Context: an optimization exercise on an open-source flow, tuned for small area, a short achievable clock period and few clock cycles. The choices shown serve that exercise and are no tape-out recipe.
In this exercise RTL edits were held to simulation tests only and were not proved equivalent to the original.
Power is estimated from default activity; no workload was simulated.

### flow/run.sh
#!/bin/bash
# synth_recipe.tcl (not shown) runs the flow's synth.tcl, then flattens the netlist and writes it again
# the make line also repeats each setting of config.mk as NAME=value (left out here)
make -C /OpenROAD-flow-scripts/flow DESIGN_CONFIG=/design/flow/config.mk WORK_HOME=/design/flow/orfs CLKGATE_MAP_FILE= SYNTH_SCRIPT=/design/flow/synth_recipe.tcl finish
### flow/config.mk
export PLATFORM = sky130hd
export DESIGN_NAME = tfx
export DESIGN_NICKNAME = tfx
export VERILOG_FILES = /design/flow/design.v
export SDC_FILE = /design/flow/constraint.sdc
export NUM_CORES = 4
export LEC_CHECK = 0
export CAP_MARGIN = 20
export CORE_MARGIN = 2
export CORE_UTILIZATION = 30
export PLACE_DENSITY = 0.4
export SETUP_SLACK_MARGIN = 0.5
export SLEW_MARGIN = 20
### flow/constraint.sdc
create_clock -name core_clock -period 20.0 [get_ports {clk}]
set_input_delay 4.0000 -clock core_clock [delete_from_list [all_inputs] [get_ports {clk}]]
set_output_delay 4.0000 -clock core_clock [all_outputs]
set_load 0.01 [all_outputs]
### flow/design.v
module tfx #(
  parameter PREMUL_ROUND = 0           
) (
  input  wire        clk,
  input  wire        rst,              
  input  wire        req,
  input  wire        we,
  input  wire [3:0]  addr,             
  input  wire [31:0] wdata,
  output wire        ready,
  output reg  [31:0] rdata
);
  localparam [31:0] ID_VALUE = 32'h31584654;
  localparam [3:0] A_ID = 4'h0, A_STATUS = 4'h1, A_CMD = 4'h2, A_ORDER = 4'h3,
                   A_NREQ = 4'h4, A_WIDTH = 4'h5, A_HEIGHT = 4'h6, A_DIST = 4'h7,
                   A_COORD = 4'h8, A_FLO = 4'h9, A_FHI = 4'hA, A_QBYTE = 4'hB,
                   A_ABYTE = 4'hC, A_NATIVE = 4'hD;
  localparam [7:0] OP_NOP = 8'h00, OP_CLEAR = 8'h01, OP_SETN = 8'h02, OP_SETDIM = 8'h03,
                   OP_D2XY = 8'h04, OP_XY2D = 8'h05, OP_BOUNDS = 8'h06,
                   OP_QH = 8'h10, OP_QC = 8'h11, OP_QL = 8'h12, OP_QA = 8'h13,
                   OP_DQH = 8'h18, OP_DQC = 8'h19, OP_DQL = 8'h1A,
                   OP_PREMUL = 8'h20, OP_UNPREMUL = 8'h21, OP_NALPHA = 8'h22;
  localparam [3:0] E_NONE = 4'd0, E_ILLEGAL = 4'd1, E_ORDER = 4'd2, E_DIMS = 4'd3,
                   E_DIST = 4'd4, E_COORD = 4'd5;
  localparam [2:0] ST_IDLE = 3'd0, ST_CURVE = 3'd1, ST_DIV = 3'd2, ST_MUL = 3'd3,
                   ST_ADD = 3'd4, ST_FIN = 3'd5;
  localparam [52:0] M_360   = 53'h16800000000000;    
  localparam [52:0] M_255   = 53'h1FE00000000000;    
  localparam [52:0] M_65535 = 53'h1FFFE000000000;    
  reg [16:0] order;
  reg [31:0] nreq, width, height, dist_r, coord, native;
  reg [63:0] f;
  reg [7:0]  qbyte, abyte;
  reg [3:0]  err_last, err_first;
  reg        inb, nan_flag;
  reg [2:0]  state;
  reg [7:0]  cop;                      
  reg [3:0]  ci;
  reg [15:0] cx, cy;
  reg [31:0] ct;                       
  reg               w_zero, w_sign;
  reg signed [12:0] w_exp;
  reg [52:0]        w_mant;
  reg [55:0]        dv_r;
  reg [52:0]        dv_b;
  reg [54:0]        dv_q;
  reg [5:0]         dv_cnt;
  reg signed [12:0] dv_eb;
  assign ready = (state == ST_IDLE);
  wire acc    = req & ready;
  wire wr_acc = acc & we;
  function is_pow2(input [31:0] v);
    is_pow2 = (v != 32'd0) && ((v & (v - 32'd1)) == 32'd0);
  endfunction
  function [16:0] npot(input [15:0] m);
    reg [15:0] v;
    begin
      if (m <= 16'd1) begin
        npot = 17'd1;
      end else begin
        v = m - 16'd1;                        
        v = v | (v >> 1);
        v = v | (v >> 2);
        v = v | (v >> 4);
        v = v | (v >> 8);
        npot = {1'b0, v} + 17'd1;
      end
    end
  endfunction
  function [4:0] log2p(input [16:0] n);
    integer i;
    begin
      log2p = 5'd0;
      for (i = 0; i < 17; i = i + 1)
        if (n[i]) log2p = i[4:0];
    end
  endfunction
  function [5:0] msb64(input [63:0] v);
    reg [63:0] t;
    begin
      t = v;
      msb64[5] = (t[63:32] != 32'd0);
      t = msb64[5] ? (t >> 32) : t;
      msb64[4] = (t[31:16] != 16'd0);
      t = msb64[4] ? (t >> 16) : t;
      msb64[3] = (t[15:8] != 8'd0);
      t = msb64[3] ? (t >> 8) : t;
      msb64[2] = (t[7:4] != 4'd0);
      t = msb64[2] ? (t >> 4) : t;
      msb64[1] = (t[3:2] != 2'd0);
      t = msb64[1] ? (t >> 2) : t;
      msb64[0] = t[1];
    end
  endfunction
  function [65:0] norm_round(input [63:0] val, input stk, input signed [12:0] eb);
    reg [5:0]         l;
    reg [63:0]        v2;
    reg [52:0]        m;
    reg [53:0]        mr;
    reg               g, st;
    reg signed [12:0] e;
    begin
      l  = msb64(val);
      v2 = val << (6'd63 - l);
      m  = v2[63:11];
      g  = v2[10];
      st = (v2[9:0] != 10'd0) | stk;
      mr = {1'b0, m} + {53'd0, g & (st | m[0])};
      e  = eb + $signed({7'd0, l});
      if (mr[53]) begin
        m = mr[53:1];
        e = e + 13'sd1;
      end else begin
        m = mr[52:0];
      end
      norm_round = {e, m};
    end
  endfunction
  function [65:0] int_to_w(input [15:0] k);
    reg [5:0] l;
    begin
      l = msb64({48'd0, k});
      int_to_w = {$signed({7'd0, l}), 53'({37'd0, k} << (6'd52 - l))};
    end
  endfunction
  function [7:0] to_byte(input zero, input sign, input signed [12:0] e,
                         input [52:0] m, input trunc_mode);
    reg [8:0]  r;
    reg [52:0] ip;
    reg        half;
    begin
      if (zero || sign) begin
        to_byte = 8'd0;
      end else if (e >= 13'sd8) begin
        to_byte = 8'd255;
      end else if (e < -13'sd1) begin
        to_byte = 8'd0;
      end else if (e == -13'sd1) begin
        to_byte = trunc_mode ? 8'd0 : 8'd1;
      end else begin
        ip   = m >> (13'sd52 - e);
        half = m[13'sd51 - e];
        r    = ip[8:0] + {8'd0, half & ~trunc_mode};
        to_byte = (r > 9'd255) ? 8'd255 : r[7:0];
      end
    end
  endfunction
  always @(*) begin
    case (addr)
      A_ID:     rdata = ID_VALUE;
      A_STATUS: rdata = {22'd0, nan_flag, inb, err_first, err_last};
      A_ORDER:  rdata = {15'd0, order};
      A_NREQ:   rdata = nreq;
      A_WIDTH:  rdata = width;
      A_HEIGHT: rdata = height;
      A_DIST:   rdata = dist_r;
      A_COORD:  rdata = coord;
      A_FLO:    rdata = f[31:0];
      A_FHI:    rdata = f[63:32];
      A_QBYTE:  rdata = {24'd0, qbyte};
      A_ABYTE:  rdata = {24'd0, abyte};
      A_NATIVE: rdata = native;
      default:  rdata = 32'd0;
    endcase
  end
  wire [7:0]  c_op  = wdata[7:0];
  wire        c_rsv = (wdata[31:8] != 24'd0);
  wire        f_sign = f[63];
  wire [10:0] f_bexp = f[62:52];
  wire [51:0] f_frac = f[51:0];
  wire        f_nan  = (f_bexp == 11'h7FF) && (f_frac != 52'd0);
  wire        f_inf  = (f_bexp == 11'h7FF) && (f_frac == 52'd0);
  wire        f_tiny = (f_bexp == 11'd0);             
  wire signed [12:0] f_exp = $signed({2'b00, f_bexp}) - 13'sd1023;
  wire [52:0] f_mant = {1'b1, f_frac};
  wire        f_gt1  = (f_bexp > 11'd1023) || ((f_bexp == 11'd1023) && (f_frac != 52'd0));
  wire [4:0]  ord_log = log2p(order);
  wire [15:0] nat_nc  = native[15:0];
  wire [15:0] nat_na  = native[31:16];
  wire [15:0] s16 = 16'd1 << ci;
  wire        c_active = ({1'b0, s16} < order);
  wire [15:0] nm1 = order[15:0] - 16'd1;           
  reg  [8:0]  mul_k;
  always @(*) begin
    case (cop)
      OP_PREMUL: mul_k = {1'b0, abyte};
      OP_DQH:    mul_k = 9'd359;
      default:   mul_k = 9'd255;
    endcase
  end
  wire [61:0] mul_p = w_mant * mul_k;
  wire [65:0] mul_n = norm_round({2'b00, mul_p}, 1'b0, w_exp - 13'sd52);
  wire [65:0] div_n = norm_round({9'd0, dv_q}, (dv_r != 56'd0), dv_eb);
  wire        add_neg_c = (cop == OP_DQC) || (cop == OP_DQL);
  reg  [57:0] ad_x;
  reg         ad_stk;
  reg signed [60:0] ad_r;
  reg  [60:0] ad_mag;
  reg         ad_sign;
  reg  signed [12:0] ad_sh;
  reg  [6:0]  ad_rs;
  always @(*) begin
    ad_sh  = w_exp + 13'sd4;
    ad_x   = 58'd0;
    ad_stk = 1'b0;
    ad_rs  = 7'd0;
    if (!w_zero) begin
      if (ad_sh >= 13'sd0) begin
        ad_x = {5'd0, w_mant} << ad_sh[2:0];
      end else if (ad_sh < -13'sd63) begin
        ad_stk = 1'b1;
      end else begin
        ad_rs  = 7'(-ad_sh);
        ad_x   = {5'd0, w_mant >> ad_rs};
        ad_stk = ((w_mant & ((53'd1 << ad_rs) - 53'd1)) != 53'd0);
      end
    end
    ad_r = w_sign ? (-$signed({3'b000, ad_x}) - $signed({60'd0, ad_stk}))
                  :   $signed({3'b000, ad_x});
    ad_r = ad_r + (add_neg_c ? -(61'sd1 <<< 56) : (61'sd1 <<< 56));
    if (ad_r >= 0) begin
      ad_mag  = ad_r;
      ad_sign = 1'b0;
    end else begin
      ad_mag  = -ad_r - {60'd0, ad_stk};
      ad_sign = 1'b1;
    end
  end
  wire        ad_zero = (ad_mag == 61'd0) && !ad_stk;
  wire [65:0] add_n   = norm_round({3'd0, ad_mag}, ad_stk, -13'sd56);
  task automatic fail(input [3:0] e);
    begin
      err_last <= e;
      if (err_first == E_NONE) err_first <= e;
    end
  endtask
  task automatic start_div(input [52:0] am, input signed [12:0] ae,
                           input [52:0] bm, input signed [12:0] be);
    begin
      dv_r   <= {3'd0, am};
      dv_b   <= bm;
      dv_q   <= 55'd0;
      dv_cnt <= 6'd55;
      dv_eb  <= ae - be - 13'sd54;
      state  <= ST_DIV;
    end
  endtask
  reg [65:0] iw;        
  reg [65:0] iw2;
  reg [15:0] nx, ny;
  reg        rx, ry;
  reg [1:0]  dd;
  always @(posedge clk) begin
    if (rst) begin
      order     <= 17'd1;
      nreq      <= 32'd1;
      width     <= 32'd0;
      height    <= 32'd0;
      dist_r      <= 32'd0;
      coord     <= 32'd0;
      f         <= 64'd0;
      qbyte     <= 8'd0;
      abyte     <= 8'd0;
      native    <= 32'd0;
      err_last  <= 4'd0;
      err_first <= 4'd0;
      inb       <= 1'b0;
      nan_flag  <= 1'b0;
      state     <= ST_IDLE;
      cop       <= 8'd0;
    end else begin
      case (state)
        ST_IDLE: if (wr_acc) begin
          case (addr)
            A_NREQ:   nreq   <= wdata;
            A_WIDTH:  width  <= wdata;
            A_HEIGHT: height <= wdata;
            A_DIST:   dist_r   <= wdata;
            A_COORD:  coord  <= wdata;
            A_FLO:    f[31:0]  <= wdata;
            A_FHI:    f[63:32] <= wdata;
            A_QBYTE:  qbyte  <= wdata[7:0];
            A_ABYTE:  abyte  <= wdata[7:0];
            A_NATIVE: native <= wdata;
            A_CMD: begin
              cop <= c_op;
              if (c_rsv) begin
                fail(E_ILLEGAL);
              end else begin
                case (c_op)
                  OP_NOP: err_last <= E_NONE;
                  OP_CLEAR: begin
                    err_last  <= E_NONE;
                    err_first <= E_NONE;
                    nan_flag  <= 1'b0;
                  end
                  OP_SETN:
                    if (!is_pow2(nreq) || (nreq > 32'd65536)) fail(E_ORDER);
                    else begin
                      order    <= nreq[16:0];
                      err_last <= E_NONE;
                    end
                  OP_SETDIM:
                    if ((width > 32'd65535) || (height > 32'd65535)) fail(E_DIMS);
                    else begin
                      order    <= npot((width > height) ? width[15:0] : height[15:0]);
                      err_last <= E_NONE;
                    end
                  OP_BOUNDS: begin
                    inb      <= ({16'd0, coord[15:0]} < width) && ({16'd0, coord[31:16]} < height);
                    err_last <= E_NONE;
                  end
                  OP_D2XY:
                    if ((ord_log < 5'd16) && ((dist_r >> {ord_log, 1'b0}) != 32'd0)) fail(E_DIST);
                    else begin
                      cx    <= 16'd0;
                      cy    <= 16'd0;
                      ct    <= dist_r;
                      ci    <= 4'd0;
                      state <= ST_CURVE;
                    end
                  OP_XY2D:
                    if (({1'b0, coord[15:0]} >= order) || ({1'b0, coord[31:16]} >= order)) fail(E_COORD);
                    else begin
                      cx    <= coord[15:0];
                      cy    <= coord[31:16];
                      ct    <= 32'd0;
                      ci    <= 4'd15;
                      state <= ST_CURVE;
                    end
                  OP_QH, OP_QA, OP_PREMUL:
                    if (f_nan || (c_op == OP_PREMUL && f_inf && abyte == 8'd0)) begin
                      qbyte    <= 8'd0;
                      nan_flag <= 1'b1;
                      err_last <= E_NONE;
                    end else if (f_sign || f_tiny || (c_op == OP_PREMUL && abyte == 8'd0)) begin
                      qbyte    <= 8'd0;
                      err_last <= E_NONE;
                    end else if (f_inf) begin
                      qbyte    <= 8'd255;
                      err_last <= E_NONE;
                    end else begin
                      w_zero <= 1'b0;
                      w_sign <= 1'b0;
                      w_exp  <= f_exp;
                      w_mant <= f_mant;
                      if (c_op == OP_QH) start_div(f_mant, f_exp, M_360, 13'sd8);
                      else               state <= ST_MUL;
                    end
                  OP_QC, OP_QL:
                    if (f_nan) begin
                      qbyte    <= 8'd0;
                      nan_flag <= 1'b1;
                      err_last <= E_NONE;
                    end else begin
                      w_sign <= f_sign;
                      if (f_gt1) begin
                        w_zero <= 1'b0;
                        w_exp  <= 13'sd0;
                        w_mant <= {1'b1, 52'd0};
                      end else begin
                        w_zero <= f_tiny;
                        w_exp  <= f_exp;
                        w_mant <= f_mant;
                      end
                      state <= ST_ADD;
                    end
                  OP_DQH, OP_DQC, OP_DQL:
                    if (qbyte == 8'd0) begin
                      w_zero <= 1'b1;
                      w_sign <= 1'b0;
                      state  <= (c_op == OP_DQH) ? ST_FIN : ST_ADD;
                    end else begin
                      iw = int_to_w({8'd0, qbyte});
                      w_zero <= 1'b0;
                      w_sign <= 1'b0;
                      start_div(iw[52:0], $signed(iw[65:53]), M_255, 13'sd7);
                    end
                  OP_UNPREMUL:
                    if (nat_na == 16'd0 || nat_nc == 16'd0) begin
                      w_zero <= 1'b1;
                      w_sign <= 1'b0;
                      state  <= ST_FIN;
                    end else begin
                      iw  = int_to_w(nat_nc);
                      iw2 = int_to_w(nat_na);
                      w_zero <= 1'b0;
                      w_sign <= 1'b0;
                      start_div(iw[52:0], $signed(iw[65:53]), iw2[52:0], $signed(iw2[65:53]));
                    end
                  OP_NALPHA:
                    if (nat_na == 16'd0) begin
                      w_zero <= 1'b1;
                      w_sign <= 1'b0;
                      state  <= ST_FIN;
                    end else begin
                      iw = int_to_w(nat_na);
                      w_zero <= 1'b0;
                      w_sign <= 1'b0;
                      start_div(iw[52:0], $signed(iw[65:53]), M_65535, 13'sd15);
                    end
                  default: fail(E_ILLEGAL);
                endcase
              end
            end
            default: ;    
          endcase
        end
        ST_CURVE: begin
          nx = cx;
          ny = cy;
          if (cop == OP_D2XY) begin
            if (c_active) begin
              rx = ct[1];
              ry = ct[0] ^ rx;
              if (!ry) begin
                if (rx) begin
                  nx = (s16 - 16'd1) - nx;
                  ny = (s16 - 16'd1) - ny;
                end
                {nx, ny} = {ny, nx};
              end
              if (rx) nx = nx + s16;
              if (ry) ny = ny + s16;
              ct <= ct >> 2;
            end
            cx <= nx;
            cy <= ny;
            ci <= ci + 4'd1;
            if (ci == 4'd15) begin
              coord    <= {ny, nx};
              err_last <= E_NONE;
              state    <= ST_IDLE;
            end
          end else begin
            dd = 2'd0;
            if (c_active) begin
              rx = ((nx & s16) != 16'd0);
              ry = ((ny & s16) != 16'd0);
              dd = {rx, rx} ^ {1'b0, ry};
              if (!ry) begin
                if (rx) begin
                  nx = nm1 - nx;
                  ny = nm1 - ny;
                end
                {nx, ny} = {ny, nx};
              end
            end
            cx <= nx;
            cy <= ny;
            ci <= ci - 4'd1;
            if (ci == 4'd0) begin
              dist_r     <= ct | {30'd0, dd};
              err_last <= E_NONE;
              state    <= ST_IDLE;
            end else begin
              ct <= ct | ({30'd0, dd} << {ci, 1'b0});
            end
          end
        end
        ST_DIV: begin
          if (dv_cnt != 6'd0) begin
            if (dv_r >= {3'd0, dv_b}) begin
              dv_q <= {dv_q[53:0], 1'b1};
              dv_r <= (dv_r - {3'd0, dv_b}) << 1;
            end else begin
              dv_q <= {dv_q[53:0], 1'b0};
              dv_r <= dv_r << 1;
            end
            dv_cnt <= dv_cnt - 6'd1;
          end else begin
            w_exp  <= $signed(div_n[65:53]);
            w_mant <= div_n[52:0];
            case (cop)
              OP_QH, OP_DQH: state <= ST_MUL;
              OP_DQC, OP_DQL: begin
                w_exp <= $signed(div_n[65:53]) + 13'sd1;     
                state <= ST_ADD;
              end
              OP_UNPREMUL: begin
                if ($signed(div_n[65:53]) >= 13'sd1 ||
                    ($signed(div_n[65:53]) == 13'sd0 && div_n[51:0] != 52'd0)) begin
                  w_exp  <= 13'sd0;                           
                  w_mant <= {1'b1, 52'd0};
                end
                state <= ST_FIN;
              end
              default: state <= ST_FIN;
            endcase
          end
        end
        ST_MUL: begin
          if (w_zero || mul_k == 9'd0) begin
            w_zero <= 1'b1;
          end else begin
            w_exp  <= $signed(mul_n[65:53]);
            w_mant <= mul_n[52:0];
          end
          state <= ST_FIN;
        end
        ST_ADD: begin
          w_zero <= ad_zero;
          w_sign <= ad_sign;
          w_mant <= add_n[52:0];
          if (add_neg_c) begin
            w_exp <= $signed(add_n[65:53]);
            state <= ST_FIN;
          end else begin
            w_exp <= $signed(add_n[65:53]) - 13'sd1;            
            state <= ST_MUL;
          end
        end
        ST_FIN: begin
          case (cop)
            OP_QH, OP_QC, OP_QL, OP_QA:
              qbyte <= to_byte(w_zero, w_sign, w_exp, w_mant, 1'b0);
            OP_PREMUL:
              qbyte <= to_byte(w_zero, w_sign, w_exp, w_mant, PREMUL_ROUND != 0);
            default:
              f <= w_zero ? {w_sign, 63'd0}
                          : {w_sign, 11'(w_exp + 13'sd1023), w_mant[51:0]};
          endcase
          err_last <= E_NONE;
          state    <= ST_IDLE;
        end
        default: state <= ST_IDLE;
      endcase
    end
  end
endmodule
==> qor.txt <==
outcome - complete, no violations
area grow syn2layout - 11.6%
Critical Path AT - 19.14 ns
setup violators final - 0
r2r setup slk - 1.30 ns
Via density - 6.40
Crit Path Class - reg2reg
global-route wire length before repair - 907,000 um
PnR Total Power - 4.59 mW
CP max stage delay - 0.64 ns
worst skew pair latency - 0.76 ns
Clock Pin Slew Worst Setup and Hold Paths - 0.07 ns
CTS Sinks - 596
TNS Setup - 0 ns
Final #Nets - 14.8k
CTS tree - done
Cells after Synth - 14.0k
reg-to-reg startpoint - w_exp[2]$_DFFE_PP_
slowest CP cell - a221oi_2
Synth Warn # - 1
syn nets - 14.9k
asr flop ratio synth - 0
area post-placement - 112,000 um^2
Yosys reg bits - 596
Pre-antenna DRT Iters - 9
clock share of power - 0.323
top cell type's share of synthesized area - 0.0833
min-delay src - nreq[17]$_SDFFE_PP0P_
commonest non-fill, non-tap cell in the layout - nand2_1
Routed WL - 654,000 um
critical path endpoint category - register
final period utilization - 0.935
Die Wd - 591 um
switching power - 2.00 mW
Vias - 119k
RSZ-0062 raised after global routing - false
CTS buffer count - 74
Synth area leader - edfxtp_1
share of cells above drive strength 1 - 0.115
Final Skew - 0.104 ns
Top Ports - 73
worst setup path endpoint - w_exp[10]$_DFFE_PP_
Synth cell types - 146
final hold vios - 0
Post-Synthesis Cell Area - 104,000 um^2
Synth Flop Type - dfxtp_1
r2r worst-path depth - 74
Initial Util - 0.302
Worst Hold Class - reg2reg
switching share of power - 0.435
initial DRC count - 15.2k
Critical Path Start - w_exp[2]$_DFFE_PP_
final core occ - 0.337
Worst slew margin - 0.0926
Post-Syn Area per Cell - 7.42 um^2
Port Buf Inserts - 72
Pwr per Cell Area - 39.7 nW/um^2
GRT overflow - 0
total of max-cap violations - 0
WP data required - 20.44 ns
combinational share of power - 0.396
EDFF count, synth - 287
dpl hpwl - 507,000 um
most frequent CP cell - buf_4
Clock Tree Buf Depth - 3
Max Slew Vio Count - 0
most frequent cells in the layout - nand2_1 (1,694), a21oi_1 (1,131), nor2_1 (1,122), buf_4 (838), inv_1 (789)
Max IR drop VDD - 0.0587 mV
Worst-Margin Slew - 1.35 ns
wire length per cell - 35.2 um
die area - 350,000 um^2
hold depth - 2
Achievable Freq - 53.5 MHz
RR Endpoint - w_exp[10]$_DFFE_PP_
sequential area share after synthesis - 0.143
CP Max Fanout - 13
Final Cell Area - 116,000 um^2
Post-DRT Antenna Nets - 0
Rows - 215
CTS root buf - clkbuf_16
leak pwr - 45.4 nW
pin count of the biggest net entering global routing - 177
post-route minimum period - 18.70 ns
Final Wtd Congestion - 1.00
number of global-route vias before repair - 113k
initial antenna violation count - 54
internal power - 2.59 mW
Setup crit start kind - register
DRC Markers - 0
hold_buf cts - 0
Die Ht - 591 um
CTS H-tree depth - 3
Core Region - 343,000 um^2
Sequential Power Share - 0.281
hold_ws - 0.489 ns
gr usage total - 0.360
Area contributors post-synth - edfxtp_1 (8.3%), fa_1 (7.1%), ha_1 (6.2%), nand2_1 (6.2%), dfxtp_1 (6.0%)
==> final cells by class <==
type                            instances  area, um^2
Tap cell                             4557        5700
Timing Repair Buffer                  930        7390
Inverter                              809        3040
Antenna cell                           19        47.5
Fill cell                           36873      228000
Clock buffer                          101        2050
Multi-Input combinational cell      11498       82000
Sequential cell                       596       14800
Clock inverter                         31         502
==> worst min path at each step <==
stage	end	slack, ns
global placement	cop[4]$_SDFFE_PP0P_	0.47
detailed placement	cop[4]$_SDFFE_PP0P_	0.47
floorplan	cop[4]$_SDFFE_PP0P_	0.44
finish	nreq[17]$_SDFFE_PP0P_	0.49
CTS	cop[4]$_SDFFE_PP0P_	0.47
global route	cop[4]$_SDFFE_PP0P_	0.49
==> cells in the mapped netlist, types with 287 or more instances <==
| master | n |
|---|---|
| o21ai_0 | 762 |
| clkbuf_1 | 718 |
| dfxtp_1 | 309 |
| xnor2_1 | 334 |
| nor2_1 | 1146 |
| inv_1 | 790 |
| nand3_1 | 312 |
| a21oi_1 | 1139 |
| fa_1 | 369 |
| and2_1 | 383 |
| ha_1 | 513 |
| nor3_1 | 317 |
| edfxtp_1 | 287 |
| nand2_1 | 1698 |
| mux2i_1 | 512 |
==> per-stage QoR <==
stage               cells  worst slack, ns
floorplan           13956            0.811
global placement    18372           -0.163
detailed placement  18375            0.286
CTS                 18507            0.536
global route        18527            0.492
finish              18541             1.30
==> power by group through the flow <==
stage / Combinational, mW / Clock [mW] / Sequential (mW)
finish: 1.82 / 1.48 / 1.29
CTS: 1.73 / 1.49 / 1.29
detailed placement: 1.72 / 0 / 1.32
global placement: 1.73 / 0 / 1.32
floorplan: 0.952 / 0 / 1.31
global route: 1.86 / 1.54 / 1.29
==> layer usage <==
layer,GRT usage,up-vias,share of wire
li1,-,51219,-
met1,0.475,59281,0.42
met2,0.555,6598,0.43
met3,0.0686,1519,0.086
met4,0.186,24,0.061
met5,0,-,0.00023
==> timing repair <==
action | in CTS | in global routing
buffers inserted | 0 | 13
setup endpoints to repair | 20 | 66
cloned | 0 | 1
resized for setup | 3 | 43
pin swaps | 0 | 4
==> critical path: cells and delay by family (launching register included) <==
family,cells,cell delay (ns)
AOI/OAI and AO/OA,35,9.35
xor gates and xnor gates,2,0.69
adders and majority gates,6,1.55
buffers and inverters,13,2.08
DFF,1,0.53
muxes,3,0.54
and+or+nand+nor,15,3.65
==> registers in the layout, indices dropped and copies added, names as in the netlist, 4 cells and up <==
register   flops
nreq          32
qbyte          8
f             64
cop            8
w_mant        53
dv_cnt         6
order         17
ci             4
coord         32
cx            16
dv_b          21
native        32
dist_r        32
w_exp         13
abyte          8
dv_q          55
dv_r          56
height        32
cy            16
width         32
dv_eb         13
ct            32
err_first      4
==> logic make-up after synthesis <==
kind of cell               count (synthesis)  share of synthesized area
buffers and inverters                   1863                     0.0733
xor gates and xnor gates                 536                     0.0460
AOI/OAI and AO/OA                       4404                      0.288
adders and majority gates                885                      0.134
DFF                                      596                      0.143
muxes                                    772                     0.0891
and+or+nand+nor                         4900                      0.227
Testbench counts, summed over its fixed seeds: cycles 143,151.

==> afterwards: timing with drivers on the ports <==
The flow's constraints put no driver on any port. The routed layout listed below was extracted and timed again, unchanged, in two steps.
Step 1 sets driving cells, clkbuf_16 on the clock port and buf_2 on the other inputs (assumed; they add their load-dependent delay and slew).
Step 2 moves the port delays by t, midway between the first and last clock arrival at a register: inputs arrive t later, outputs are due t later. That takes back most of the time a late clock gives input paths.
Slacks: no drivers / after step 1 / after step 2; pairs: no drivers / after step 1.
t, ns: 0.822
setup WS [ns]: 1.302 / 1.302 / 1.302
worst setup path after step 2: register to register
worst data-port slew with drivers (ns): 0.23
pins driven straight from the clock port: 1
After both steps this run still meets setup and hold. The setup slack of this run moves by 0.000 ns with the drivers and by 0.000 ns with both steps.
